Context: an optimization exercise on an open-source flow, tuned for small area. The choices shown serve that exercise and are no tape-out recipe.
Function was checked by simulation only, so behaviour that the tests miss may differ from the original.
Power is estimated from default activity; no workload was simulated.

--- flow/run.sh ---
#!/bin/bash
# synth_recipe.tcl (not shown) runs the flow's synth.tcl, then flattens the netlist and writes it again
# the make line also repeats each setting of config.mk as NAME=value (left out here)
make -C /OpenROAD-flow-scripts/flow DESIGN_CONFIG=/design/flow/config.mk WORK_HOME=/design/flow/orfs CLKGATE_MAP_FILE= SYNTH_SCRIPT=/design/flow/synth_recipe.tcl finish
--- flow/config.mk ---
export PLATFORM = sky130hd
export DESIGN_NAME = aepq_engine
export DESIGN_NICKNAME = aepq_engine
export VERILOG_FILES = /design/flow/design.v
export SDC_FILE = /design/flow/constraint.sdc
export NUM_CORES = 4
export LEC_CHECK = 0
export CAP_MARGIN = 20
export CORE_MARGIN = 2
export CORE_UTILIZATION = 70
export CTS_BUF_LIST = sky130_fd_sc_hd__clkbuf_4
export SLEW_MARGIN = 20
export SYNTH_HIERARCHICAL = 1
--- flow/constraint.sdc ---
create_clock -name core_clock -period 10.0 [get_ports {clk}]
set_input_delay 2.0000 -clock core_clock [delete_from_list [all_inputs] [get_ports {clk}]]
set_output_delay 2.0000 -clock core_clock [all_outputs]
set_load 0.01 [all_outputs]
--- flow/design.v ---
module aepq_aoi222 (input a1, a2, b1, b2, c1, c2, output y);
    assign y = ~((a1 & a2) | (b1 & b2) | (c1 & c2));
endmodule
module aepq_nand3 (input a, b, c, output y);
    assign y = ~(a & b & c);
endmodule
module aepq_nand2 (input a, b, output y);
    assign y = ~(a & b);
endmodule
module aepq_mux9 (input [8:0] s, input [8:0] d, output y);
    wire t0, t1, t2;
    aepq_aoi222 g0 (.a1(s[0]), .a2(d[0]), .b1(s[1]), .b2(d[1]), .c1(s[2]), .c2(d[2]), .y(t0));
    aepq_aoi222 g1 (.a1(s[3]), .a2(d[3]), .b1(s[4]), .b2(d[4]), .c1(s[5]), .c2(d[5]), .y(t1));
    aepq_aoi222 g2 (.a1(s[6]), .a2(d[6]), .b1(s[7]), .b2(d[7]), .c1(s[8]), .c2(d[8]), .y(t2));
    aepq_nand3 g3 (.a(t0), .b(t1), .c(t2), .y(y));
endmodule
module aepq_mux7 (input [6:0] s, input [6:0] d, output y);
    wire t0, t1, t2;
    aepq_aoi222 g0 (.a1(s[0]), .a2(d[0]), .b1(s[1]), .b2(d[1]), .c1(s[2]), .c2(d[2]), .y(t0));
    aepq_aoi222 g1 (.a1(s[3]), .a2(d[3]), .b1(s[4]), .b2(d[4]), .c1(s[5]), .c2(d[5]), .y(t1));
    aepq_nand2 g2 (.a(s[6]), .b(d[6]), .y(t2));
    aepq_nand3 g3 (.a(t0), .b(t1), .c(t2), .y(y));
endmodule
module aepq_rdmux (
    input  [503:0] mem,      
    input  [8:0]   bsel,
    input  [6:0]   esel,
    output [7:0]   y
);
    wire [55:0] eb;          
    genvar e, k, b;
    generate
        for (e = 0; e < 7; e = e + 1) begin : g_e
            for (k = 0; k < 8; k = k + 1) begin : g_k
                wire [8:0] d;
                for (b = 0; b < 9; b = b + 1) begin : g_b
                    assign d[b] = mem[72*e + 8*b + k];
                end
                aepq_mux9 m (.s(bsel), .d(d), .y(eb[8*e + k]));
            end
        end
        for (k = 0; k < 8; k = k + 1) begin : g_o
            wire [6:0] d;
            for (e = 0; e < 7; e = e + 1) begin : g_d
                assign d[e] = eb[8*e + k];
            end
            aepq_mux7 m (.s(esel), .d(d), .y(y[k]));
        end
    endgenerate
endmodule
module aepq_step (
    input          tick_valid, rx_valid, host_valid, tp_ok, room,
    input  [7:0]   host_opid,
    input  [3:0]   host_len,
    input  [7:0]   hd_sof, hd_eof,
    input  [3:0]   hd_ta, hd_tb,
    input  [7:0]   rx_data,
    input          connected, running,
    input  [1:0]   chst_a, chst_b,
    input  [9:0]   settle_a, settle_b,
    input  [6:0]   ka_cnt,
    input  [3:0]   rxlen,
    input          rx_ta, rx_tb,
    output         do_host,
    output         n_connected, n_running,
    output [1:0]   n_chst_a, n_chst_b,
    output         ld_sa, ld_sb,         
    output         adv_sa, adv_sb,       
    output         ka_clr, ka_adv,
    output [3:0]   n_rxlen,
    output         ld_ta, ld_tb, n_ta, n_tb,
    output         n_rsp_st, n_rsp_ok,
    output         hpush,
    output [2:0]   snd_v,
    output [3:0]   p0, p1, p2
);
    localparam [9:0] SETTLE_END = 10'd690;    
    localparam [6:0] KA_END     = 7'd75;      
    wire do_tick = tick_valid & room;
    wire do_rx   = rx_valid & room & ~tick_valid;
    assign do_host = host_valid & room & ~tick_valid & ~rx_valid;
    wire can_send = connected & tp_ok;
    wire idle_a = chst_a == 2'd0, vac_a = chst_a == 2'd1, rdy_a = chst_a == 2'd2, brk_a = chst_a == 2'd3;
    wire idle_b = chst_b == 2'd0, vac_b = chst_b == 2'd1, rdy_b = chst_b == 2'd2, brk_b = chst_b == 2'd3;
    wire [1:0] ca = {brk_a, vac_a | rdy_a};
    wire [1:0] cb = {brk_b, vac_b | rdy_b};
    wire end_a  = do_tick & brk_a & (settle_a == SETTLE_END);
    wire end_b  = do_tick & brk_b & (settle_b == SETTLE_END);
    wire ka_hit = ka_cnt == KA_END;
    wire ka_snd = do_tick & running & ka_hit;
    assign adv_sa = do_tick & brk_a;
    assign adv_sb = do_tick & brk_b;
    wire rx_on  = do_rx & connected;
    wire rx_sof = rxlen == 4'd0;
    wire rx_last = rxlen == 4'd15;
    assign n_rxlen = (op_disc & connected) ? 4'd0 :
                     (rx_on & (~rx_sof | rx_data == 8'h44)) ? rxlen + 4'd1 : rxlen;
    assign ld_ta = rx_on & (rxlen == 4'd10);
    assign ld_tb = rx_on & (rxlen == 4'd11);
    assign n_ta  = rx_data[7:4] == 4'h1;
    assign n_tb  = rx_data[3:0] == 4'h4;
    wire op_conn  = do_host & (host_opid == 8'h01);
    wire op_disc  = do_host & (host_opid == 8'h02);
    wire op_send  = do_host & (host_opid == 8'h03);
    wire op_start = do_host & (host_opid == 8'h04);
    wire op_stop  = do_host & (host_opid == 8'h05);
    wire op_stat  = do_host & (host_opid == 8'h06);
    wire op_feed  = do_host & (host_opid == 8'h07);
    wire send_ok  = host_len == 4'd9 & can_send;
    assign hpush    = op_send & send_ok;
    assign n_rsp_st = op_stat;
    assign n_rsp_ok = (op_conn & (connected | tp_ok)) | op_disc | hpush | op_start | op_stop | op_feed;
    assign n_connected = (connected | (op_conn & tp_ok)) & ~op_disc;
    wire clr_ch = (op_disc & connected) | (op_start & ~running);
    assign n_running = op_start | (running & ~op_stop & ~(op_disc & connected));
    assign ka_clr = (op_disc & connected) | op_start & ~running | op_stop & running | ka_snd;
    assign ka_adv = do_tick & running;
    wire fin_rx = rx_on & rx_last & (rx_data == 8'h33);
    wire fin_h  = op_feed & (hd_sof == 8'h44) & (hd_eof == 8'h33);
    wire fin    = (fin_rx | fin_h) & running;
    wire t_a    = fin_rx ? rx_ta : (hd_ta == 4'h1);
    wire t_b    = fin_rx ? rx_tb : (hd_tb == 4'h4);
    wire both   = fin & idle_a & idle_b & t_a & t_b;
    wire st_a   = fin & ~both;
    wire go_va  = st_a & idle_a & t_a;
    wire go_ra  = st_a & vac_a & ~t_a;
    wire go_ba  = st_a & rdy_a & t_a;
    wire go_vb  = st_a & idle_b & t_b;
    wire go_rb  = st_a & vac_b & ~t_b;
    wire go_bb  = st_a & rdy_b & t_b;
    assign ld_sa = go_ba;
    assign ld_sb = go_bb;
    assign n_chst_a = clr_ch | end_a ? 2'd0 :
                      (both | go_va) ? 2'd1 : go_ra ? 2'd2 : go_ba ? 2'd3 : chst_a;
    assign n_chst_b = clr_ch | end_b ? 2'd0 :
                      (both | go_vb) ? 2'd1 : go_rb ? 2'd2 : go_bb ? 2'd3 : chst_b;
    wire [1:0] ca_n = end_a ? 2'b00 : go_va ? 2'b01 : go_ba ? 2'b10 : ca;
    wire [1:0] cb_n = end_b ? 2'b00 : cb;
    wire       vx = can_send & (end_a | both | go_va | go_ba | hpush);
    wire       vy = can_send & (end_b | go_vb | go_bb);
    wire       vz = can_send & ka_snd;
    wire [3:0] px = hpush ? 4'b1100 : both ? 4'b0101 : end_a ? {2'b00, cb} : {ca_n, cb};
    wire [3:0] py = {ca_n, end_b ? 2'b00 : go_vb ? 2'b01 : 2'b10};
    wire [3:0] pz = {ca_n, cb_n};
    assign snd_v = {vx & vy & vz, (vx & vy) | (vx & vz) | (vy & vz), vx | vy | vz};
    assign p0 = vx ? px : vy ? py : pz;
    assign p1 = (vx & vy) ? py : pz;
    assign p2 = pz;
endmodule
module aepq_tqw (
    input  [7:0]  wsel,      
    input  [2:0]  v,
    input  [3:0]  p0, p1, p2,
    output [7:0]  en,
    output [31:0] dn         
);
    genvar j, k;
    generate
        for (j = 0; j < 8; j = j + 1) begin : g_j
            assign en[j] = (wsel[j] & v[0]) | (wsel[(j + 7) % 8] & v[1]) | (wsel[(j + 6) % 8] & v[2]);
            for (k = 0; k < 4; k = k + 1) begin : g_k
                aepq_aoi222 g (.a1(wsel[j]), .a2(p0[k]), .b1(wsel[(j + 7) % 8]), .b2(p1[k]),
                               .c1(wsel[(j + 6) % 8]), .c2(p2[k]), .y(dn[4*j + k]));
            end
        end
    endgenerate
endmodule
module aepq_engine (
    input              clk,
    input              rst,
    input              tp_ok,
    input              host_valid,
    output             host_ready,
    input      [7:0]   host_opid,
    input      [3:0]   host_len,
    input      [127:0] host_data,
    output reg         host_rsp_valid,
    output     [7:0]   host_rsp,
    input              rx_valid,
    output             rx_ready,
    input      [7:0]   rx_data,
    input              tick_valid,
    output             tick_ready,
    output             tx_valid,
    output     [7:0]   tx_data,
    input              tx_ready,
    output     [7:0]   status
);
    function [9:0] adv10(input [9:0] s);
        adv10 = {s[8:0], ~(s[9] ^ s[6])};
    endfunction
    function [6:0] adv7(input [6:0] s);
        adv7 = {s[5:0], ~(s[6] ^ s[5])};
    endfunction
    function [15:0] crc_byte(input [15:0] c, input [7:0] d);
        integer n;
        reg [15:0] x;
        begin
            x = c ^ {d, 8'h00};
            for (n = 0; n < 8; n = n + 1)
                x = x[15] ? ({x[14:0], 1'b0} ^ 16'h8005) : {x[14:0], 1'b0};
            crc_byte = x;
        end
    endfunction
    reg         connected, running;
    reg [6:0]   ka_cnt;
    reg [1:0]   chst_a, chst_b;
    reg [9:0]   settle_a, settle_b;
    reg [3:0]   rxlen;
    reg         rx_ta, rx_tb;
    reg         rsp_st, rsp_ok;
    reg [3:0]   tqn [0:7];       
    reg [2:0]   q_rd, q_wr;
    reg [3:0]   q_cnt;
    reg [71:0]  hq [0:6];        
    reg [2:0]   h_wr, h_rd;
    reg         ser_busy;
    reg [3:0]   ser_idx;
    reg [3:0]   ser_tag;
    reg [15:0]  crc;
    assign status = {chst_b == 2'd3, chst_a == 2'd3, chst_b, chst_a, running, connected};
    assign host_rsp = rsp_st ? status : {7'd0, rsp_ok};
    wire room = (q_cnt <= 4'd5);
    assign tick_ready = room;
    assign rx_ready   = room && !tick_valid;
    assign host_ready = room && !tick_valid && !rx_valid;
    wire        do_host, n_connected, n_running;
    wire [1:0]  n_chst_a, n_chst_b;
    wire        ld_sa, ld_sb, adv_sa, adv_sb, ka_clr, ka_adv;
    wire [3:0]  n_rxlen;
    wire        ld_ta, ld_tb, n_ta, n_tb, n_rsp_st, n_rsp_ok, hpush;
    wire [2:0]  snd_v;
    wire [3:0]  p0, p1, p2;
    aepq_step u_step (
        .tick_valid(tick_valid), .rx_valid(rx_valid), .host_valid(host_valid), .tp_ok(tp_ok),
        .room(room), .host_opid(host_opid), .host_len(host_len),
        .hd_sof(host_data[7:0]), .hd_eof(host_data[127:120]),
        .hd_ta(host_data[87:84]), .hd_tb(host_data[91:88]), .rx_data(rx_data),
        .connected(connected), .running(running), .chst_a(chst_a), .chst_b(chst_b),
        .settle_a(settle_a), .settle_b(settle_b), .ka_cnt(ka_cnt), .rxlen(rxlen),
        .rx_ta(rx_ta), .rx_tb(rx_tb),
        .do_host(do_host), .n_connected(n_connected), .n_running(n_running),
        .n_chst_a(n_chst_a), .n_chst_b(n_chst_b), .ld_sa(ld_sa), .ld_sb(ld_sb),
        .adv_sa(adv_sa), .adv_sb(adv_sb), .ka_clr(ka_clr), .ka_adv(ka_adv),
        .n_rxlen(n_rxlen), .ld_ta(ld_ta), .ld_tb(ld_tb), .n_ta(n_ta), .n_tb(n_tb),
        .n_rsp_st(n_rsp_st), .n_rsp_ok(n_rsp_ok), .hpush(hpush),
        .snd_v(snd_v), .p0(p0), .p1(p1), .p2(p2)
    );
    wire       q_pop  = !ser_busy && (q_cnt != 4'd0);
    wire [1:0] n_push = {1'b0, snd_v[0]} + {1'b0, snd_v[1]} + {1'b0, snd_v[2]};
    reg  [7:0] wsel;
    integer i;
    always @(*)
        for (i = 0; i < 8; i = i + 1) wsel[i] = (q_wr == i);
    wire [7:0]  tq_en;
    wire [31:0] tq_dn;
    aepq_tqw u_tqw (.wsel(wsel), .v(snd_v), .p0(p0), .p1(p1), .p2(p2), .en(tq_en), .dn(tq_dn));
    always @(posedge clk) begin
        for (i = 0; i < 8; i = i + 1)
            if (tq_en[i]) tqn[i] <= tq_dn[4*i +: 4];
        if (hpush) hq[h_wr] <= host_data[71:0];
    end
    wire        is_host = ser_tag[3:2] == 2'b11;
    wire        ser_end = ser_busy && tx_ready && (ser_idx == 4'd15);
    reg  [8:0]  bsel;
    reg  [6:0]  esel;
    wire [503:0] hq_flat;
    genvar ge;
    generate
        for (ge = 0; ge < 7; ge = ge + 1) begin : g_hq
            assign hq_flat[72*ge +: 72] = hq[ge];
        end
    endgenerate
    always @(*) begin
        for (i = 0; i < 9; i = i + 1) bsel[i] = (ser_idx == i + 4);
        for (i = 0; i < 7; i = i + 1) esel[i] = is_host && (h_rd == i);
    end
    wire [7:0] hpay;
    aepq_rdmux u_rd (.mem(hq_flat), .bsel(bsel), .esel(esel), .y(hpay));
    wire a_v = ser_tag[3:2] == 2'b01;
    wire a_b = ser_tag[3:2] == 2'b10;
    wire b_v = ser_tag[1:0] == 2'b01;
    wire b_b = ser_tag[1:0] == 2'b10;
    reg  [7:0] txd;
    always @(*) begin
        case (ser_idx)
            4'd0:  txd = 8'h22;
            4'd1:  txd = 8'h10;
            4'd2:  txd = 8'h03;
            4'd3:  txd = 8'h85;
            4'd4:  txd = {b_b, 5'd0, a_b, a_v | b_b};
            4'd5:  txd = {4'd0, a_b, a_b, a_v, a_v};
            4'd6:  txd = {4'd0, a_b, a_v, a_b, a_v};
            4'd10: txd = {b_b, b_v, b_b, b_v, 4'd0};
            4'd11: txd = {b_b, b_b, b_v, b_v, 4'd0};
            4'd12: txd = {2'd0, b_b, b_v, 4'd0};
            4'd13: txd = crc[15:8];
            4'd14: txd = crc[15:8];
            4'd15: txd = 8'h33;
            default: txd = 8'h00;
        endcase
    end
    assign tx_data  = txd | hpay;
    assign tx_valid = ser_busy;
    always @(posedge clk) begin
        if (rst) begin
            ser_busy <= 1'b0;
            crc      <= 16'h0000;
        end else if (ser_busy) begin
            if (tx_ready) begin
                ser_idx <= ser_idx + 4'd1;
                if (ser_idx == 4'd15) ser_busy <= 1'b0;
                if (ser_idx != 4'd0 && ser_idx != 4'd15) crc <= crc_byte(crc, tx_data);
            end
        end else if (q_pop) begin
            ser_busy <= 1'b1;
            ser_idx  <= 4'd0;
            ser_tag  <= ~tqn[q_rd];
        end
    end
    always @(posedge clk) begin
        if (rst) begin
            connected      <= 1'b0;
            running        <= 1'b0;
            ka_cnt         <= 7'd0;
            chst_a         <= 2'd0;
            chst_b         <= 2'd0;
            rxlen          <= 4'd0;
            host_rsp_valid <= 1'b0;
            q_rd           <= 3'd0;
            q_wr           <= 3'd0;
            q_cnt          <= 4'd0;
            h_wr           <= 3'd0;
            h_rd           <= 3'd0;
        end else begin
            connected      <= n_connected;
            running        <= n_running;
            if (ka_clr) ka_cnt <= 7'd0;
            else if (ka_adv) ka_cnt <= adv7(ka_cnt);
            chst_a         <= n_chst_a;
            chst_b         <= n_chst_b;
            rxlen          <= n_rxlen;
            host_rsp_valid <= do_host;
            if (q_pop) q_rd <= q_rd + 3'd1;
            q_wr  <= q_wr + {1'b0, n_push};
            q_cnt <= q_cnt + {2'b00, n_push} - {3'b000, q_pop};
            if (hpush)  h_wr <= (h_wr == 3'd6) ? 3'd0 : h_wr + 3'd1;
            if (ser_end && is_host) h_rd <= (h_rd == 3'd6) ? 3'd0 : h_rd + 3'd1;
        end
        if (ld_sa) settle_a <= 10'd0;
        else if (adv_sa) settle_a <= adv10(settle_a);
        if (ld_sb) settle_b <= 10'd0;
        else if (adv_sb) settle_b <= adv10(settle_b);
        if (ld_ta) rx_ta <= n_ta;
        if (ld_tb) rx_tb <= n_tb;
        rsp_st   <= n_rsp_st;
        rsp_ok   <= n_rsp_ok;
    end
endmodule
==> flow_summary.json, run 1 <==
{
  "async_flop_share": 0,
  "criticalPathCategory": "reg2out",
  "maxCapViolations": 0,
  "worst-path-max-fanout": 56,
  "wl_per_cell_um": 24.7,
  "critical-path-top-delay-family": "simple AND/OR/NAND/NOR gates",
  "holdBufCountCts": 0,
  "fin_nets": 2031,
  "synth-seq-cells": 619,
  "portBuffers": 143,
  "hp-class": "reg2reg",
  "syn_area_per_cell_um2": 15.8,
  "worst_slew_pin_slew_ps": 1090,
  "fin_crit_sh": 0.687,
  "die_y_um": 192,
  "htree_num_levels": 4,
  "cp.arrival_ps": 4870,
  "max_freq_ghz": 0.146,
  "post_cts_resized": 0,
  "cp_data_required_time_ps": 8000,
  "reg2reg_from": "q_cnt[3]",
  "grt_pass1_vias": 16400,
  "cp_cell_sequence": "nor2b_2, and2_2, buf_4, a222oi_1, nand3_1, a222oi_1, nand3_1, a21oi_1, nand4b_1, clkdlybuf4s50_1",
  "p_sw_mw": 1.67,
  "internal-power_mw": 4.33,
  "postPlaceCellArea_um2": 26700,
  "cp_slowest_cell": "edfxtp_1",
  "relSlewSlack": 0.267,
  "rows": 68,
  "layout_commonest_cell": "edfxtp_1",
  "synth.net_count": 1744,
  "grt_first_pass_wirelength_um": 91200,
  "clock_path_buffers": 3,
  "period_minus_slack_ps": 6870,
  "final_cell_mix": "546 x edfxtp_1, 228 x a222oi_1, 213 x clkbuf_4",
  "swShare": 0.278,
  "overflow": 0,
  "dp_hpwl_um": 35600,
  "synth-seq-area-share": 0.726,
  "cp_slowest_stage_delay_ps": 630,
  "num_io_pins": 184,
  "cts-buffers-inserted": 150,
  "seqPwrFrac": 0.484,
  "drtIter0Drc": 3015,
  "die_w_um": 192,
  "hold_viol": 0,
  "fill_cells": 1814,
  "gp_congestion": 0.906,
  "crit_start": "ser_idx[3]",
  "cts.sinks": 619,
  "start_util": 0.712,
  "power.density_nw_per_um2": 209,
  "tritoncts": "done",
  "synth.distinct_cells": 80,
  "clk_pin_slew_ps": 70,
  "synth-edff-count": 546,
  "skew_ps": 72.8,
  "crit_buf_inv": 2,
  "via_per_inst": 6.90,
  "end_kind": "primary output",
  "ys_warn_count": 8,
  "drt_wl_total_um": 59600,
  "min_from": "crc[5]",
  "outcome": "timing/DRC/antenna clean",
  "vias": 16600,
  "clockRootBuffer": "clkbuf_4",
  "leakage_nw": 9.65,
  "track_usage": 0.333,
  "pwr-share-clk": 0.336,
  "pwr-share-comb": 0.180,
  "power_mw": 6.00,
  "syn_area_um2": 24600,
  "firstDrtPassIters": 13,
  "postSynthCellCount": 1556,
  "grt_max_degree": 73,
  "die-area_um2": 36700,
  "area_growth_pct": 16.4,
  "antenna_found_initial": 2,
  "ir_drop_mv": 0.141,
  "rsz0062_at_grt": "no",
  "finalInstanceArea_um2": 28700,
  "core_um2": 34500,
  "ant_nets": 0,
  "postCtsSetupRepairBufs": 0,
  "layout-drive-gt1-share": 0.159,
  "setup_viol": 0,
  "finalSetupTns_ps": 0,
  "start_kind": "register",
  "drv_slew": 0,
  "clkLatencyLatePin_ps": 890,
  "drc": 0,
  "ys.flop_type": "edfxtp_1"
}
==> power by group through the flow <==
stage / sequential (mW) / combinational [mW] / clock (mW)
after floorplan: 2.93 / 0.708 / 0
after global placement: 2.96 / 1.03 / 0
after detailed placement: 2.96 / 1.05 / 0
after CTS: 2.90 / 1.06 / 2.05
after global routing: 2.91 / 1.16 / 2.17
final: 2.90 / 1.08 / 2.02
==> final timing paths <==
check	to	slack [ps]	cells after the start
setup / recovery	tx_data[0]	3130	10
hold / removal	crc[13]	450	2
setup reg to reg	q_cnt[2]	4640	21
hold reg to reg	crc[13]	450	2
==> stage by stage <==
step                 util  setup WS (ps)  hold slack (ps)  cells
floorplan               -            744              432   1556
global placement    0.774           2870              436   2145
detailed placement  0.774           2820              445   2145
CTS                 0.828           3170              449   2411
global route        0.830           2960              459   2414
finish              0.830           3130              446   2414
==> metal layers <==
metal / wire [µm] / up-vias / part of all wire / global-route usage
li1: - / 7280 / - / -
met1: 21600 / 7982 / 0.36 / 0.439
met2: 29200 / 1233 / 0.49 / 0.537
met3: 6770 / 150 / 0.11 / 0.0725
met4: 2070 / 0 / 0.035 / 0.154
met5: 0 / - / 0 / 0
==> kinds of logic after synthesis <==
family,Yosys count,share of synthesized area
xor+xnor,27,0.0111
simple gates,403,0.0868
buf+inv,78,0.0133
flops,619,0.726
compound gates,346,0.124
mux,50,0.0217
fa+ha+maj,33,0.0177
==> final cells by class <==
class	count	area (µm²)	share of cell area
Antenna cell	2	5.00	0.000175
Clock buffer	213	1600	0.0558
Clock inverter	53	297	0.0103
Inverter	41	155	0.00541
Multi-Input combinational cell	859	6520	0.227
Sequential cell	619	17900	0.623
Tap cell	455	569	0.0199
Timing Repair Buffer	172	1660	0.0578
==> registers in the layout (all words and copies together), names as in the netlist, 4 cells and up <==
register	count
hq	504
tqn	32
crc	16
settle_a	10
settle_b	10
ka_cnt	7
q_cnt	4
rxlen	4
ser_idx	4
ser_tag	4
==> Yosys stat by module (local to each module, per instance), a selection <==
module / cells inside / area [µm²]
aepq_nand2: 1 / 3.75
aepq_engine: 1034 / 20600
aepq_step: 215 / 1350
aepq_aoi222: 1 / 10.0
aepq_tqw: 19 / 121
aepq_nand3: 1 / 5.00
==> synthesized netlist by cell type (12+ instances only) <==
library cell | n | area share
a21oi_1 | 37 | 0.0075
a222oi_1 | 228 | 0.093
and2_1 | 22 | 0.0056
and3_1 | 12 | 0.0031
clkbuf_1 | 24 | 0.0037
dfxtp_1 | 73 | 0.059
edfxtp_1 | 546 | 0.67
ha_1 | 30 | 0.015
inv_1 | 40 | 0.0061
mux2i_1 | 41 | 0.017
nand2_1 | 86 | 0.013
nand2b_1 | 16 | 0.0041
nand3_1 | 74 | 0.015
nor2_1 | 85 | 0.013
nor2b_1 | 24 | 0.0061
nor3_1 | 15 | 0.0031
o21ai_0 | 24 | 0.0049
xnor2_1 | 15 | 0.0053
==> worst min-delay path: cells and delay by family (launching register included) <==
family,cells,cell delay (ps)
flip-flops,1,310
AND/OR/NAND/NOR,1,50
AO/OA/AOI/OAI,1,50
==> inputs of run 2 (changes only) <==
==> flow/flow/run.sh (new file) <==
#!/bin/bash
# The standard layout, with two changes: ports are buffered with the smallest
# buffer, and clock tree synthesis inserts no dummy loads.
set -euo pipefail
export BUFFER_PORTS_ARGS="-buffer_cell sky130_fd_sc_hd__buf_1"
export CTS_ARGS="-sink_clustering_enable -repair_clock_nets -dont_use_dummy_load -buf_list sky130_fd_sc_hd__clkbuf_8"
bash standard.sh finish > standard_flow.log 2>&1
==> flow/standard.sh (new file) <==
#!/bin/bash
# synth_recipe.tcl (not shown) runs the flow's synth.tcl, then flattens the netlist and writes it again
# the make line also repeats each setting of config.mk as NAME=value (left out here)
make -C /OpenROAD-flow-scripts/flow DESIGN_CONFIG=/design/flow/config.mk WORK_HOME=/design/flow/orfs CLKGATE_MAP_FILE= SYNTH_SCRIPT=/design/flow/synth_recipe.tcl "${@:-finish}"
--- a/flow/config.mk
+++ b/flow/config.mk
@@ -9,4 +9,3 @@
 export CORE_MARGIN = 2
-export CORE_UTILIZATION = 70
-export CTS_BUF_LIST = sky130_fd_sc_hd__clkbuf_4
+export CORE_UTILIZATION = 60
 export SLEW_MARGIN = 20
removed: flow/run.sh
==> flow_summary.json, run 2 <==
{
  "worst_slew_pin_slew_ps": 1100,
  "layout_commonest_cell": "edfxtp_1",
  "skew_ps": 63.9,
  "wl_per_cell_um": 25.3,
  "fin_ws_ps": 3690,
  "pwr-share-comb": 0.181,
  "layout-drive-gt1-share": 0.0975,
  "synth-edff-count": 546,
  "holdBufCountCts": 0,
  "die_y_um": 207,
  "synth-seq-area-share": 0.726,
  "relSlewSlack": 0.265,
  "firstDrtPassIters": 16,
  "postPlaceCellArea_um2": 25900,
  "ir_drop_mv": 0.123,
  "track_usage": 0.275,
  "worst-path-max-fanout": 9,
  "die-area_um2": 42700,
  "leakage_nw": 8.85,
  "ys.flop_type": "edfxtp_1",
  "synth_top_area_cell": "edfxtp_1",
  "max_freq_ghz": 0.158,
  "clockRootBuffer": "clkbuf_8",
  "syn_area_um2": 24600,
  "cts.sinks": 619,
  "setup_viol": 0,
  "outcome": "timing/DRC/antenna clean",
  "yosysMostFrequentCell": "edfxtp_1",
  "swShare": 0.264,
  "clk_pin_slew_ps": 50,
  "drc": 0,
  "largest_reg_flops": 504,
  "dp_cells": 2222,
  "pwr-share-clk": 0.296,
  "fin_crit_sh": 0.631,
  "core_um2": 40600,
  "cp.arrival_ps": 6770,
  "clock_path_buffers": 3,
  "dp_hpwl_um": 36000,
  "power.density_nw_per_um2": 204,
  "hp-class": "reg2reg",
  "ys_warn_count": 8,
  "syn_area_per_cell_um2": 15.8,
  "synth_commonest_cells": "546 x edfxtp_1, 228 x a222oi_1, 86 x nand2_1",
  "area_growth_pct": 10.8,
  "clkLatencyLatePin_ps": 650,
  "grt_max_degree": 73,
  "via_per_inst": 6.74,
  "drtIter0Drc": 2244,
  "portBuffers": 143,
  "overflow": 0,
  "grt_pass1_vias": 15000,
  "end_kind": "register",
  "fin_nets": 1975,
  "postCtsSetupRepairBufs": 0,
  "htree_num_levels": 3,
  "top_register": "hq",
  "p_sw_mw": 1.47,
  "post_cts_resized": 0,
  "grt_first_pass_wirelength_um": 87800,
  "seqPwrFrac": 0.523,
  "vias": 15600,
  "period_minus_slack_ps": 6310,
  "finalSetupTns_ps": 0,
  "synth.distinct_cells": 80,
  "ys_top_cells_by_area": "edfxtp_1 67%, a222oi_1 9.3%, dfxtp_1 5.9%",
  "start_util": 0.605,
  "finalInstanceArea_um2": 27300,
  "post-place-ws_ps": 3200,
  "ant_nets": 0,
  "rsz0062_at_grt": "no",
  "fill_cells": 2942,
  "drv_slew": 0,
  "cp_data_required_time_ps": 10460,
  "hold_viol": 0,
  "internal-power_mw": 4.08,
  "top_regs": "hq: 504 flops, tqn: 32 flops, crc: 16 flops",
  "synth-seq-cells": 619,
  "criticalPathCategory": "in2reg",
  "maxCapViolations": 0,
  "rows": 74,
  "postSynthCellCount": 1556,
  "drt_wl_total_um": 58600,
  "gp_congestion": 0.884,
  "layout.cells.non_filler": 2318,
  "final_cell_mix": "546 x edfxtp_1, 228 x a222oi_1, 142 x buf_1",
  "cts-buffers-inserted": 94,
  "start_kind": "input pin",
  "async_flop_share": 0,
  "die_w_um": 207,
  "antenna_found_initial": 1,
  "synth_top_area_frac": 0.666,
  "tritoncts": "done",
  "synth.net_count": 1744,
  "num_io_pins": 184
}
-- run 2: Yosys stat by module, one instance, submodules excluded, excerpt --
module	cells inside	cell area, µm²
aepq_tqw	19	121
aepq_nand3	1	5.00
aepq_engine	1034	20600
aepq_nand2	1	3.75
aepq_aoi222	1	10.0
aepq_step	215	1350
-- run 2: cells by family (layout without fill, tap and decap cells) --
group / after synthesis / count (layout) / synth area share
simple gates: 403 / 403 / 0.0868
compound gates: 346 / 346 / 0.124
fa+ha+maj: 33 / 33 / 0.0177
xor+xnor: 27 / 27 / 0.0111
other cells: 0 / 1 / 0
buf+inv: 78 / 307 / 0.0133
mux: 50 / 50 / 0.0217
flops: 619 / 619 / 0.726
-- run 2: cell type report --
type | count | area (µm²) | area share
Tap cell | 532 | 666 | 0.0244
Sequential cell | 619 | 17900 | 0.655
Clock buffer | 94 | 1290 | 0.0474
Multi-Input combinational cell | 859 | 6530 | 0.239
Inverter | 41 | 155 | 0.00569
Timing Repair Buffer | 172 | 768 | 0.0282
Antenna cell | 1 | 2.50 | 0.0000918
-- run 2: per-stage QoR --
| step | util | hold slack [ps] | power [mW] |
|---|---|---|---|
| 2_1_floorplan | - | 432 | 3.64 |
| 3_3_place_gp | 0.638 | 436 | 3.94 |
| 3_5_place_dp | 0.638 | 443 | 3.95 |
| 4_1_cts | 0.670 | 450 | 5.60 |
| 5_1_grt | 0.671 | 467 | 5.80 |
| 6_report | 0.671 | 450 | 5.55 |
-- run 2: layer usage --
metal | part of all wire | global-route usage | up-vias
li1 | - | - | 6981
met1 | 0.40 | 0.373 | 7807
met2 | 0.50 | 0.462 | 747
met3 | 0.077 | 0.0449 | 89
met4 | 0.020 | 0.0839 | 2
met5 | 0.00019 | 0 | -
-- run 2: path summary, 6_finish.rpt --
path                 from  endpoint  slack [ps]  depth (start not counted)
max          host_data[1]  q_cnt[2]        3690                         17
min                crc[2]   crc[10]         450                          2
max reg2reg      q_cnt[3]  q_cnt[2]        4640                         20
min reg2reg        crc[2]   crc[10]         450                          2
-- run 2: power groups by stage --
stage / sequential (mW) / combinational [mW] / clock [mW]
global placement: 2.95 / 0.990 / 0
CTS: 2.90 / 1.00 / 1.69
floorplan: 2.93 / 0.708 / 0
global route: 2.91 / 1.10 / 1.79
detailed placement: 2.96 / 0.998 / 0
finish: 2.90 / 1.00 / 1.65
-- run 2: critical path, cell delays in order --
cell and delay, ps:
buf_1 210, nor4b_1 960, and4_1 360, nand3_1 130, o2bb2a_1 380, nor2_1 210
o22ai_1 110, a21oi_1 660, fa_1 590, inv_1 80, ha_1 220, inv_1 50
ha_1 150, inv_1 60, fa_1 370, xor2_1 150, nor2_1 50
==> inputs of run 3 (changes only) <==
==> flow/flow/run.sh (replaced) <==
#!/bin/bash
# The standard layout, with two changes: ports are buffered with the smallest
# buffer, and clock tree synthesis inserts no dummy loads.
set -euo pipefail
export BUFFER_PORTS_ARGS="-buffer_cell sky130_fd_sc_hd__buf_1"
export CTS_ARGS="-sink_clustering_enable -repair_clock_nets -dont_use_dummy_load -buf_list sky130_fd_sc_hd__clkbuf_8 -sink_clustering_size 12 -sink_clustering_max_diameter 100"
bash standard.sh finish > standard_flow.log 2>&1
--- a/flow/config.mk
+++ b/flow/config.mk
@@ -9,3 +9,3 @@
 export CORE_MARGIN = 2
-export CORE_UTILIZATION = 60
+export CORE_UTILIZATION = 45
 export SLEW_MARGIN = 20
==> flow_summary.json, run 3 <==
{
  "drc": 0,
  "area_growth_pct": 9.55,
  "grt_max_degree": 73,
  "die_y_um": 238,
  "synth-seq-area-share": 0.726,
  "postSynthCellCount": 1556,
  "synth.distinct_cells": 80,
  "grt_pass1_vias": 15000,
  "die_w_um": 238,
  "power_mw": 5.21,
  "swShare": 0.278,
  "synth-seq-cells": 619,
  "drtIter0Drc": 2503,
  "ys_top_cells_by_area": "edfxtp_1 67%, a222oi_1 9.3%, dfxtp_1 5.9%",
  "largest_reg_flops": 504,
  "cts-buffers-inserted": 57,
  "ir_drop_mv": 0.104,
  "portBuffers": 143,
  "clk_pin_slew_ps": 90,
  "syn_area_um2": 24600,
  "hold_viol": 0,
  "ff2ff_setup_slack_ps": 4510,
  "leakage_nw": 8.58,
  "worst_slew_pin_slew_ps": 1100,
  "drt_wl_total_um": 60800,
  "holdPathStages": 2,
  "gp_congestion": 0.844,
  "finalSetupTns_ps": 0,
  "core_um2": 53900,
  "die-area_um2": 56600,
  "postCtsSetupRepairBufs": 0,
  "fin_crit_sh": 0.637,
  "post_cts_resized": 0,
  "holdBufCountCts": 0,
  "grt_first_pass_wirelength_um": 90300,
  "synth_top_area_frac": 0.666,
  "start_kind": "register",
  "cp_data_required_time_ps": 8000,
  "rsz0062_at_grt": "no",
  "async_flop_share": 0,
  "hold_end": "crc[2]",
  "dp_hpwl_um": 36100,
  "worst-path-max-fanout": 49,
  "cp.arrival_ps": 4370,
  "maxCapViolations": 0,
  "ant_nets": 0,
  "r2r-end": "q_cnt[2]",
  "min_from": "crc[2]",
  "top_register": "hq",
  "tritoncts": "done",
  "cts.sinks": 619,
  "fin_nets": 1938,
  "clockRootBuffer": "clkbuf_8",
  "hp-class": "reg2reg",
  "ys.flop_type": "edfxtp_1",
  "layout-drive-gt1-share": 0.0789,
  "synth.net_count": 1744,
  "synth_top_area_cell": "edfxtp_1",
  "firstDrtPassIters": 13,
  "power.density_nw_per_um2": 193,
  "final_cell_mix": "546 x edfxtp_1, 228 x a222oi_1, 142 x buf_1",
  "skew_ps": 132,
  "track_usage": 0.211,
  "synth-edff-count": 546,
  "relSlewSlack": 0.264,
  "use_met1": 0.287,
  "top_usage_layer": "met2",
  "num_io_pins": 184,
  "clkLatencyLatePin_ps": 720,
  "pwr-share-clk": 0.247,
  "p_sw_mw": 1.45,
  "top_regs": "hq: 504 flops, tqn: 32 flops, crc: 16 flops",
  "setup_viol": 0,
  "layout_commonest_cell": "edfxtp_1",
  "rows": 85,
  "vias": 15400,
  "start_util": 0.456,
  "via_per_inst": 6.30,
  "htree_num_levels": 2,
  "wl_per_cell_um": 24.9,
  "met3_usage": 0.0511,
  "max_freq_ghz": 0.157,
  "grt_util_met2": 0.340,
  "r2r_cells": 21,
  "ys_warn_count": 8,
  "period_minus_slack_ps": 6370,
  "yosysMostFrequentCell": "edfxtp_1",
  "seqPwrFrac": 0.557,
  "syn_area_per_cell_um2": 15.8,
  "pwr-share-comb": 0.196,
  "end_kind": "primary output",
  "reg2reg_from": "q_cnt[3]",
  "criticalPathCategory": "reg2out",
  "drv_slew": 0,
  "internal-power_mw": 3.76,
  "outcome": "timing/DRC/antenna clean",
  "antenna_found_initial": 9,
  "synth_commonest_cells": "546 x edfxtp_1, 228 x a222oi_1, 86 x nand2_1",
  "overflow": 0,
  "clock_path_buffers": 3
}
==> run 3: per-stage QoR <==
step | cell area [µm²] | hold WS (ps) | util | cells | setup slack [ps]
final | 27000 | 459 | 0.500 | 2447 | 3630
after global routing | 27000 | 478 | 0.500 | 2445 | 3320
after CTS | 26900 | 460 | 0.500 | 2444 | 3620
after detailed placement | 26200 | 448 | 0.485 | 2387 | 3120
after global placement | 26200 | 437 | 0.485 | 2387 | 3160
after floorplan | 24600 | 432 | - | 1556 | 744
==> run 3: per-module statistics from Yosys (local to each module, per instance), excerpt <==
module       flip-flops and latches  cells inside  times used
aepq_engine                     619          1034           1
aepq_aoi222                       0             1         216
aepq_nand2                        0             1           8
aepq_step                         0           215           1
aepq_nand3                        0             1          64
aepq_tqw                          0            19           1
==> run 3: worst max-delay path, cell delays in order, from the launching register on <==
cell and delay (ps):
edfxtp_1 430, inv_1 90, ha_1 360, and3_2 360, buf_4 360, a222oi_1 480
nand3_1 140, a222oi_1 420, nand3_1 360, a21oi_1 230, nand3_1 170, a21o_1 210
buf_1 130
==> run 3: cell type report <==
class                           instances  area, µm²
Clock buffer                           57        785
Antenna cell                            3       7.51
Tap cell                              696        871
Sequential cell                       619      17900
Multi-Input combinational cell        859       6530
Timing Repair Buffer                  172        759
Inverter                               41        155
Fill cell                            4499      27000
==> run 3: per-layer routing <==
metal,up-vias,part of all wire
met3,102,0.086
li1,6907,-
met4,10,0.026
met5,-,0.0011
met1,7769,0.42
met2,628,0.47
==> run 3: logic make-up after synthesis <==
family | Yosys count | share of synthesized area
and+or+nand+nor | 403 | 0.0868
AOI/OAI and AO/OA | 346 | 0.124
buffers and inverters | 78 | 0.0133
DFF | 619 | 0.726
muxes | 50 | 0.0217
xor gates and xnor gates | 27 | 0.0111
adders and majority gates | 33 | 0.0177
==> run 3: how the worst max path moves through the flow <==
stage / start / endpoint / slack, ps / depth (start not counted)
6_report: ser_idx[0] / tx_data[5] / 3630 / 12
4_1_cts: ser_idx[0] / tx_data[5] / 3620 / 12
2_1_floorplan: host_opid[5] / hq[0][0] / 740 / 7
3_3_place_gp: host_data[1] / q_cnt[2] / 3160 / 17
5_1_grt: host_data[1] / q_cnt[3] / 3320 / 17
3_5_place_dp: host_data[1] / q_cnt[2] / 3120 / 17
==> run 3: power by group through the flow <==
stage	Combinational [mW]	Clock (mW)	Sequential, mW
detailed placement	1.01	0	2.96
floorplan	0.708	0	2.93
CTS	1.02	1.32	2.90
global route	1.12	1.42	2.91
finish	1.02	1.28	2.90
global placement	1.01	0	2.96
==> inputs of run 4 (changes only) <==
==> flow/flow/run.sh (replaced) <==
#!/bin/bash
# The standard layout, with two changes: ports are buffered with the smallest
# buffer, and clock tree synthesis inserts no dummy loads.
set -euo pipefail
export BUFFER_PORTS_ARGS="-buffer_cell sky130_fd_sc_hd__buf_1"
export CTS_ARGS="-sink_clustering_enable -repair_clock_nets -dont_use_dummy_load -buf_list sky130_fd_sc_hd__clkbuf_16 -sink_clustering_size 24 -sink_clustering_max_diameter 100"
bash standard.sh finish > standard_flow.log 2>&1
==> flow_summary.json, run 4 <==
{
  "outcome": "timing/DRC/antenna clean",
  "drtIter0Drc": 2479,
  "synth-seq-area-share": 0.726,
  "die_y_um": 238,
  "layout_commonest_cell": "edfxtp_1",
  "criticalPathCategory": "reg2out",
  "largest_reg_flops": 504,
  "num_io_pins": 184,
  "crit_start": "ser_idx[0]",
  "grt_pass1_vias": 14700,
  "die-area_um2": 56600,
  "rows": 85,
  "pwr-share-clk": 0.246,
  "overflow": 0,
  "grt_max_degree": 73,
  "endpoint": "tx_data[5]",
  "clock_path_buffers": 3,
  "ys_top_cells_by_area": "edfxtp_1 67%, a222oi_1 9.3%, dfxtp_1 5.9%",
  "internal-power_mw": 3.79,
  "synth-edff-count": 546,
  "fin_crit_sh": 0.635,
  "synth.net_count": 1744,
  "synthAdderAreaFrac": 0.0177,
  "layout-drive-gt1-share": 0.0645,
  "top_register": "hq",
  "dp_hpwl_um": 36100,
  "cts-buffers-inserted": 30,
  "p_sw_mw": 1.41,
  "ys.flop_type": "edfxtp_1",
  "yosysMostFrequentCell": "edfxtp_1",
  "tritoncts": "done",
  "skew_ps": 91.1,
  "synth.distinct_cells": 80,
  "ff2ff_setup_slack_ps": 4500,
  "max_freq_ghz": 0.158,
  "synth-seq-cells": 619,
  "post_cts_resized": 0,
  "relSlewSlack": 0.265,
  "synth_top_family_by_area": "compound AO/OA/AOI/OAI gates",
  "postCtsSetupRepairBufs": 0,
  "area_growth_pct": 9.39,
  "power.density_nw_per_um2": 193,
  "swShare": 0.271,
  "fin_nets": 1911,
  "cp_slowest_stage_delay_ps": 500,
  "vias": 15300,
  "setup_viol": 0,
  "synth_commonest_cells": "546 x edfxtp_1, 228 x a222oi_1, 86 x nand2_1",
  "reg2reg_from": "q_cnt[3]",
  "worst-path-max-fanout": 49,
  "muxShareOfSynthArea": 0.0217,
  "cp.arrival_ps": 4350,
  "ant_nets": 0,
  "antenna_found_initial": 8,
  "cp_common_cell": "nand3_1",
  "crit_buf_inv": 3,
  "holdWs_ps": 462,
  "synth_compound_area_frac": 0.124,
  "leakage_nw": 8.54,
  "wl_per_cell_um": 24.8,
  "drc": 0,
  "syn_area_per_cell_um2": 15.8,
  "finalSetupTns_ps": 0,
  "top_usage_layer": "met2",
  "cp_data_required_time_ps": 8000,
  "clkLatencyLatePin_ps": 650,
  "async_flop_share": 0,
  "track_usage": 0.207,
  "gp_congestion": 0.844,
  "period_minus_slack_ps": 6350,
  "ir_drop_mv": 0.167,
  "syn_area_um2": 24600,
  "maxCapViolations": 0,
  "end_kind": "primary output",
  "start_util": 0.456,
  "hp-class": "reg2reg",
  "start_kind": "register",
  "via_per_inst": 6.32,
  "clk_pin_slew_ps": 90,
  "clockRootBuffer": "clkbuf_16",
  "worst_slew_pin_slew_ps": 1100,
  "postSynthCellCount": 1556,
  "drt_wl_total_um": 60000,
  "synth-xor-area-share": 0.0111,
  "htree_num_levels": 1,
  "cp_slowest_cell": "a222oi_1",
  "met3_usage": 0.0375,
  "synth_top_area_cell": "edfxtp_1",
  "cp_cell_sequence": "inv_1, ha_1, and3_2, buf_4, a222oi_1, nand3_1, a222oi_1, nand3_1, a21oi_1, nand3_1, a21o_1, buf_1",
  "grt_util_met2": 0.339,
  "seqPwrFrac": 0.558,
  "r2r_cells": 21,
  "firstDrtPassIters": 12,
  "critical-path-top-delay-family": "compound AO/OA/AOI/OAI gates",
  "use_met1": 0.286,
  "grt_first_pass_wirelength_um": 89200,
  "rsz0062_at_grt": "no",
  "portBuffers": 143,
  "cp_num_cells": 12,
  "power_mw": 5.19,
  "die_w_um": 238,
  "holdBufCountCts": 0,
  "core_um2": 53900,
  "drv_slew": 0,
  "top_regs": "hq: 504 flops, tqn: 32 flops, crc: 16 flops",
  "hold_viol": 0,
  "ys_warn_count": 8,
  "yosys.area_share.simple": 0.0868,
  "cts.sinks": 619,
  "final_cell_mix": "546 x edfxtp_1, 228 x a222oi_1, 142 x buf_1",
  "pwr-share-comb": 0.196,
  "synth_top_area_frac": 0.666,
  "r2r-end": "q_cnt[2]"
}
run 4: cell counts after synthesis:
Identical to the previous run, type by type.
run 4: area by class of cell:
type / count / area, µm²
timing repair buffer: 172 / 759
antenna: 1 / 2.50
fill: 4491 / 27000
inverter: 41 / 155
tap: 696 / 871
multi-input combinational: 859 / 6530
sequential: 619 / 17900
clock buffer: 30 / 751
run 4: cell families after synthesis:
family                   Yosys count
flip-flops                       619
AND/OR/NAND/NOR                  403
AO/OA/AOI/OAI                    346
buffers and inverters             78
multiplexers                      50
adder cells (fa/ha/maj)           33
XOR/XNOR                          27
run 4: worst register-to-register path: cells and delay by family, from the launching register on:
family	cells	cell delay, ps
and+or+nand+nor	6	1610
xor gates and xnor gates	1	140
buffers and inverters	6	700
AOI/OAI and AO/OA	3	1090
adders and majority gates	5	1510
DFF	1	340
run 4: metal layers:
metal / part of all wire / vias up / routed length [µm]
met5: 0.0011 / - / 64
met1: 0.42 / 7722 / 25300
met2: 0.47 / 600 / 28500
met3: 0.079 / 79 / 4720
li1: - / 6864 / -
met4: 0.024 / 10 / 1460
run 4: modules after synthesis, one instance, submodules excluded, a selection:
module	cell area [µm²]	flip-flops and latches	cells inside	times used
aepq_aoi222	10.0	0	1	216
aepq_step	1350	0	215	1
aepq_nand2	3.75	0	1	8
aepq_nand3	5.00	0	1	64
aepq_tqw	121	0	19	1
aepq_engine	20600	619	1034	1
run 4: stage by stage:
stage / utilization / setup WS, ps / area, µm² / instances
global route: 0.499 / 3240 / 26900 / 2417
finish: 0.499 / 3650 / 26900 / 2418
detailed placement: 0.485 / 3120 / 26200 / 2387
floorplan: - / 744 / 24600 / 1556
global placement: 0.485 / 3160 / 26200 / 2387
CTS: 0.499 / 3680 / 26900 / 2417
run 4: how the worst min path moves through the flow:
stage | startpoint | end | depth (start not counted)
after global placement | crc[4] | crc[12] | 2
after floorplan | crc[5] | crc[13] | 2
after global routing | crc[6] | crc[14] | 2
after CTS | crc[2] | crc[2] | 2
after detailed placement | crc[2] | crc[2] | 2
final | crc[2] | crc[2] | 2
run 4: power groups by stage:
| stage | registers [mW] | clock network, mW | logic [mW] |
|---|---|---|---|
| finish | 2.90 | 1.28 | 1.02 |
| global placement | 2.96 | 0 | 1.01 |
| detailed placement | 2.96 | 0 | 1.01 |
| floorplan | 2.93 | 0 | 0.708 |
| global route | 2.91 | 1.39 | 1.12 |
| CTS | 2.90 | 1.31 | 1.02 |
==> inputs of run 5 (changes only) <==
--- a/flow/config.mk
+++ b/flow/config.mk
@@ -7,6 +7,6 @@
 export LEC_CHECK = 0
-export CAP_MARGIN = 20
+export CAP_MARGIN = 5
 export CORE_MARGIN = 2
 export CORE_UTILIZATION = 45
-export SLEW_MARGIN = 20
+export SLEW_MARGIN = 5
 export SYNTH_HIERARCHICAL = 1
==> flow_summary.json, run 5 <==
{
  "drc": 0,
  "crit_buf_inv": 4,
  "cp_slowest_stage_delay_ps": 840,
  "area_growth_pct": 9.35,
  "reg2reg_from": "q_cnt[3]",
  "fin_nets": 1911,
  "cp_num_cells": 17,
  "r2r-end": "q_cnt[2]",
  "top_regs": "hq: 504 flops, tqn: 32 flops, crc: 16 flops",
  "worst-path-max-fanout": 9,
  "internal-power_mw": 3.79,
  "track_usage": 0.207,
  "hp-class": "reg2reg",
  "grt_max_degree": 73,
  "layout_commonest_cell": "edfxtp_1",
  "end_kind": "register",
  "wl_met1_um": 25100,
  "cp.arrival_ps": 6720,
  "ys.flop_type": "edfxtp_1",
  "start_kind": "input pin",
  "fill_cells": 4493,
  "synth_top_area_cell": "edfxtp_1",
  "cts-buffers-inserted": 30,
  "synth_commonest_cells": "546 x edfxtp_1, 228 x a222oi_1, 86 x nand2_1",
  "via_per_inst": 6.32,
  "start_util": 0.456,
  "pwr-share-clk": 0.246,
  "power_mw": 5.19,
  "top_register": "hq",
  "die_w_um": 238,
  "htree_num_levels": 1,
  "ys_warn_count": 8,
  "async_flop_share": 0,
  "post_cts_resized": 0,
  "endpoint": "q_cnt[2]",
  "worst_slew_pin_slew_ps": 1110,
  "pwr-share-comb": 0.196,
  "regArea_um2": 17900,
  "grt_first_pass_wirelength_um": 89200,
  "ant_nets": 0,
  "criticalPathCategory": "in2reg",
  "drv_slew": 0,
  "r2r_cells": 21,
  "overflow": 0,
  "crit_start": "host_data[2]",
  "power.density_nw_per_um2": 193,
  "dp_hpwl_um": 36100,
  "cp_common_cell": "inv_1",
  "vias": 15300,
  "relSlewSlack": 0.262,
  "ff2ff_setup_slack_ps": 4530,
  "ys_top_cells_by_area": "edfxtp_1 67%, a222oi_1 9.3%, dfxtp_1 5.9%",
  "final_cell_mix": "546 x edfxtp_1, 228 x a222oi_1, 142 x buf_1",
  "rsz0062_at_grt": "no",
  "cp_data_required_time_ps": 10440,
  "route.met2.wl_um": 28300,
  "outcome": "timing/DRC/antenna clean",
  "swShare": 0.271,
  "postSynthCellCount": 1556,
  "clkLatencyLatePin_ps": 650,
  "postCtsSetupRepairBufs": 0,
  "seqPwrFrac": 0.559,
  "maxUsedRoutingLayer": "met5",
  "grt_pass1_vias": 14700,
  "drt_wl_total_um": 60000,
  "clk_pin_slew_ps": 90,
  "layout.cells.non_filler": 2418,
  "synth.net_count": 1744,
  "tritoncts": "done",
  "wl_per_cell_um": 24.8,
  "finalSetupTns_ps": 0,
  "layout-drive-gt1-share": 0.0645,
  "rows": 85,
  "dp_cells": 2387,
  "antenna_found_initial": 8,
  "holdBufCountCts": 0,
  "core_um2": 53900,
  "portBuffers": 143,
  "drtIter0Drc": 2427,
  "synth-seq-area-share": 0.726,
  "syn_area_um2": 24600,
  "fin_crit_sh": 0.629,
  "synth_top_area_frac": 0.666,
  "synth-seq-cells": 619,
  "p_sw_mw": 1.41,
  "cp_cell_sequence": "buf_1, nor4b_2, and4_1, nand3_1, o2bb2a_1, nor2_1, o22ai_1, a21oi_1, fa_1, inv_1, ha_1, inv_1, ha_1, inv_1, fa_1, xor2_1, nor2_1",
  "firstDrtPassIters": 14,
  "synth-edff-count": 546,
  "wl_met3_um": 5030,
  "critical-path-top-delay-family": "simple AND/OR/NAND/NOR gates",
  "gp_congestion": 0.844,
  "clockRootBuffer": "clkbuf_16",
  "syn_area_per_cell_um2": 15.8,
  "yosysMostFrequentCell": "edfxtp_1",
  "multi_input_area_um2": 6520,
  "max_freq_ghz": 0.159,
  "die-area_um2": 56600,
  "skew_ps": 91.8,
  "period_minus_slack_ps": 6290,
  "leakage_nw": 8.54,
  "hold_viol": 0,
  "largest_reg_flops": 504,
  "cts.sinks": 619,
  "synth.distinct_cells": 80,
  "setup_viol": 0,
  "num_io_pins": 184,
  "clock_path_buffers": 3,
  "cp_slowest_cell": "nor4b_2",
  "maxCapViolations": 0,
  "ir_drop_mv": 0.167,
  "die_y_um": 238
}
## run 5: tightest hold or removal path, delay by kind of cell (launching register included)
kind	cells	cell delay (ps)
flip-flops	1	320
AND/OR/NAND/NOR	1	50
AO/OA/AOI/OAI	1	50
## run 5: per-stage QoR
step                cell area (µm²)  hold slack [ps]  utilization  worst slack, ps
global route                  26900              479        0.499             3240
finish                        26900              461        0.499             3710
global placement              26200              437        0.485             3160
CTS                           26900              463        0.499             3680
floorplan                     24600              432            -              744
detailed placement            26200              448        0.485             3120
## run 5: worst min-delay path by stage
stage                     endpoint   start  slack (ps)  cells after the start
after global routing       crc[14]  crc[6]         480                      2
after floorplan            crc[13]  crc[5]         430                      2
after CTS                   crc[2]  crc[2]         460                      2
final                       crc[2]  crc[2]         460                      2
after detailed placement    crc[2]  crc[2]         450                      2
after global placement     crc[12]  crc[4]         440                      2
## run 5: area by class of cell
class	count	area share
clock buffer	30	0.0279
sequential	619	0.664
tap	696	0.0324
inverter	41	0.00577
multi-input combinational	859	0.242
timing repair buffer	172	0.0281
antenna	1	0.0000930
## run 5: cell families (layout without fill, tap and decap cells)
| group | Yosys count | count (layout) | share of synthesized area |
|---|---|---|---|
| adders and majority gates | 33 | 33 | 0.0177 |
| other | 0 | 1 | 0 |
| muxes | 50 | 50 | 0.0217 |
| buffers and inverters | 78 | 243 | 0.0133 |
| DFF | 619 | 619 | 0.726 |
| xor gates and xnor gates | 27 | 27 | 0.0111 |
| AOI/OAI and AO/OA | 346 | 346 | 0.124 |
| and+or+nand+nor | 403 | 403 | 0.0868 |
## run 5: Yosys stat by module (local to each module, per instance), excerpt
module,copies in the design,cells,area [µm²]
aepq_engine,1,1034,20600
aepq_step,1,215,1350
aepq_tqw,1,19,121
aepq_aoi222,216,1,10.0
aepq_nand3,64,1,5.00
aepq_nand2,8,1,3.75
## run 5: layer usage
| layer | global-route usage | vias to the layer above |
|---|---|---|
| li1 | - | 6867 |
| met1 | 0.286 | 7701 |
| met2 | 0.339 | 616 |
| met3 | 0.0375 | 79 |
| met4 | 0.0534 | 10 |
| met5 | 0 | - |
## run 5: power groups by stage
| stage | combinational [mW] | sequential (mW) | clock [mW] |
|---|---|---|---|
| 2_1_floorplan | 0.708 | 2.93 | 0 |
| 3_3_place_gp | 1.01 | 2.96 | 0 |
| 3_5_place_dp | 1.01 | 2.96 | 0 |
| 4_1_cts | 1.02 | 2.90 | 1.31 |
| 5_1_grt | 1.12 | 2.91 | 1.39 |
| 6_report | 1.02 | 2.90 | 1.28 |

separate check: timing with driven ports:
How much do the figures lean on ideal ports? The routed layouts below were timed once more, with nothing changed but the port constraints.
Step 1 sets driving cells, clkbuf_16 on the clock port and buf_2 on the other inputs (assumed; they add their load-dependent delay and slew).
Step 2 also shifts input and output timing later by t, the mid clock arrival at the registers, as if the neighbouring blocks saw the same clock.
a / b / c = ideal ports / drivers / drivers and shift; a / b = the first two.
| run | t (ns) | setup WS [ns] | worst setup path after step 2 | worst data-port slew with drivers (ns) |
|---|---|---|---|---|
| run 1 | 0.907 | 3.132 / 3.079 / 2.695 | input to register | 0.09 |
| run 2 | 0.670 | 3.689 / 3.643 / 3.045 | input to register | 0.08 |
| run 3 | 0.711 | 3.630 / 3.569 / 3.037 | input to register | 0.13 |
| run 4 | 0.654 | 3.654 / 3.589 / 3.033 | input to register | 0.11 |
| run 5 | 0.653 | 3.714 / 3.665 / 3.067 | input to register | 0.11 |
After both steps every run listed still meets setup and hold. The setup slack of run 5, which loses most, moves by -0.049 ns with the drivers and by -0.647 ns with both steps.
